Context: an optimization exercise on an open-source flow, tuned for small area and few clock cycles. The choices shown serve that exercise and are no tape-out recipe.
Only simulation tests tie the RTL to the original design; equivalence was not proved.
Power figures rest on the tool's default switching activity, not on a simulated workload.

## dpe
module dpe (
    input  wire        clk,
    input  wire        rst,
    input  wire        req_valid,
    output wire        req_ready,
    input  wire [31:0] req_data,
    input  wire        din_valid,
    output wire        din_ready,
    input  wire [7:0]  din_data,
    output wire        rsp_valid,
    input  wire        rsp_ready,
    output wire [31:0] rsp_data,
    output wire        tx_valid,
    input  wire        tx_ready,
    output wire [7:0]  tx_data,
    output wire        tx_last,
    input  wire [8:0]  rd_addr,
    output reg  [7:0]  rd_data
);
export LEC_CHECK = 0
export CAP_MARGIN = 20
export CORE_MARGIN = 2
export CORE_UTILIZATION = 50
export CTS_CLUSTER_DIAMETER = 100
export CTS_CLUSTER_SIZE = 26
export PLACE_DENSITY = 0.6
export SLEW_MARGIN = 20
export SYNTH_HIERARCHICAL = 1
create_clock -name core_clock -period 10.0 [get_ports {clk}]
standard.sh (not shown) runs the stock make flow with config.mk's settings and CLKGATE_MAP_FILE= SYNTH_SCRIPT=/design/flow/synth_recipe.tcl, a recipe that flattens the netlist after the stock synthesis.
==> flow/flow/run.sh <==
#!/bin/bash
set -euo pipefail
export CTS_ARGS="-sink_clustering_enable -repair_clock_nets -dont_use_dummy_load -sink_clustering_size 26 -sink_clustering_max_diameter 100"
export BUFFER_PORTS_ARGS="-buffer_cell sky130_fd_sc_hd__buf_1"
bash standard.sh finish > standard.log 2>&1
The baseline completed with no timing, DRC or antenna violations.
Testbench counts at the start, summed over its fixed seeds: cycles 185,920.
==> next run, changes <==
--- a/flow/design.v
+++ b/flow/design.v
@@ -253,32 +253,37 @@
     wire [7:0] src_ins;
     wire [7:0] asrc_ins;
     dpe_sel2 #(.W(8)) u_srcins  (.s(src_wr), .sn(!src_wr), .a(din_data), .b(stg_src[31:24]), .y(src_ins));
     dpe_sel2 #(.W(8)) u_asrcins (.s(copy), .sn(!copy), .a(stg_src[31:24]), .b(arc_src[31:24]), .y(asrc_ins));
     always @(posedge clk) begin
         stg_src <= {stg_src[23:0], src_ins};
         arc_src <= {arc_src[23:0], asrc_ins};
     end
-    wire [4:0]  rd_ring = rd_addr[8:4] - 5'd1;
-    wire [3:0]  rd_p    = ph - rd_addr[3:0];
     wire        rd_in_ring = (rd_addr >= 9'd16) && (rd_addr <= 9'd287) && (rd_addr != 9'd47);
-    reg  [16:0] rd_rhot_n;    
-    reg  [15:0] rd_phot_n;    
+    reg  [4:0]  rd_rq;        
     reg         rd_small;
-    reg  [3:0]  rd_sa;
-    integer ri;
+    reg  [3:0]  rd_sa;        
     always @(posedge clk) begin
-        for (ri = 0; ri < 17; ri = ri + 1)
-            rd_rhot_n[ri] <= !(rd_in_ring && (rd_ring == ri));
-        for (ri = 0; ri < 16; ri = ri + 1)
-            rd_phot_n[ri] <= (rd_p != ri);
+        rd_rq    <= rd_in_ring ? (rd_addr[8:4] - 5'd1) : 5'd31;
         rd_small <= (rd_addr[8:4] == 5'd0);
         rd_sa    <= rd_addr[3:0];
     end
+    wire [3:0]  rd_pq = ph - rd_sa - 4'd1;    
+    wire [16:0] rd_rhot_n;
+    wire [15:0] rd_phot_n;
+    genvar gh;
+    generate
+        for (gh = 0; gh < 17; gh = gh + 1) begin : g_rh
+            assign rd_rhot_n[gh] = (rd_rq != gh);
+        end
+        for (gh = 0; gh < 16; gh = gh + 1) begin : g_ph
+            assign rd_phot_n[gh] = (rd_pq != gh);
+        end
+    endgenerate
     wire [271:0] rd_sel;
     genvar gx, gy;
     generate
         for (gx = 0; gx < 17; gx = gx + 1) begin : g_selr
             for (gy = 0; gy < 16; gy = gy + 1) begin : g_selp
                 assign rd_sel[gx*16 + gy] = !(rd_rhot_n[gx] | rd_phot_n[gy]);
             end
         end
Effect:
- The new run finished with timing, DRC and antenna clean
- first-iteration DRC count went up by 0.36%
- setup slack loses 1.9 ns
- routed wire length went down by 0.33%
- synthesized area went down by 0.52%
- die area went down by 0.52%
- via count is about the same
- total power went down by 0.74%
- sequential share of layout area went down by 0.14 points
- sequential power barely changes
- count of clock-buffer cells in the layout went down by 1
- global-route usage stays flat
- hold slack loses 0.018 ns
- critical path depth went up by 5
Testbench counts after the change, summed over its fixed seeds: cycles 185,920.

re-timing with driven ports:
In the flow no input, the clock included, has a driving cell. The finished layouts below were timed again as built, in two steps. Step 1 assumes that a clkbuf_16 drives the clock port and a buf_2 every other input. Step 2, shift: input delay + t, output delay - t, t = (earliest + latest rising clock arrival at the registers) / 2. This alone moves slack from input paths to output paths. Slacks: no drivers / after step 1 / after step 2; pairs: no drivers / after step 1.
run | t (ns) | setup WS [ns] | worst hold slack (ns) | worst setup path after step 2 | cell pins on the clock port's net
the first run | 0.922 | 2.550 / 2.464 / 3.239 | 0.262 / 0.262 / 0.262 | input to register | 1
the second run | 0.942 | 0.611 / 0.521 / 1.463 | 0.245 / 0.245 / 0.245 | register to output | 1
After both steps setup and hold are still met in every run listed.
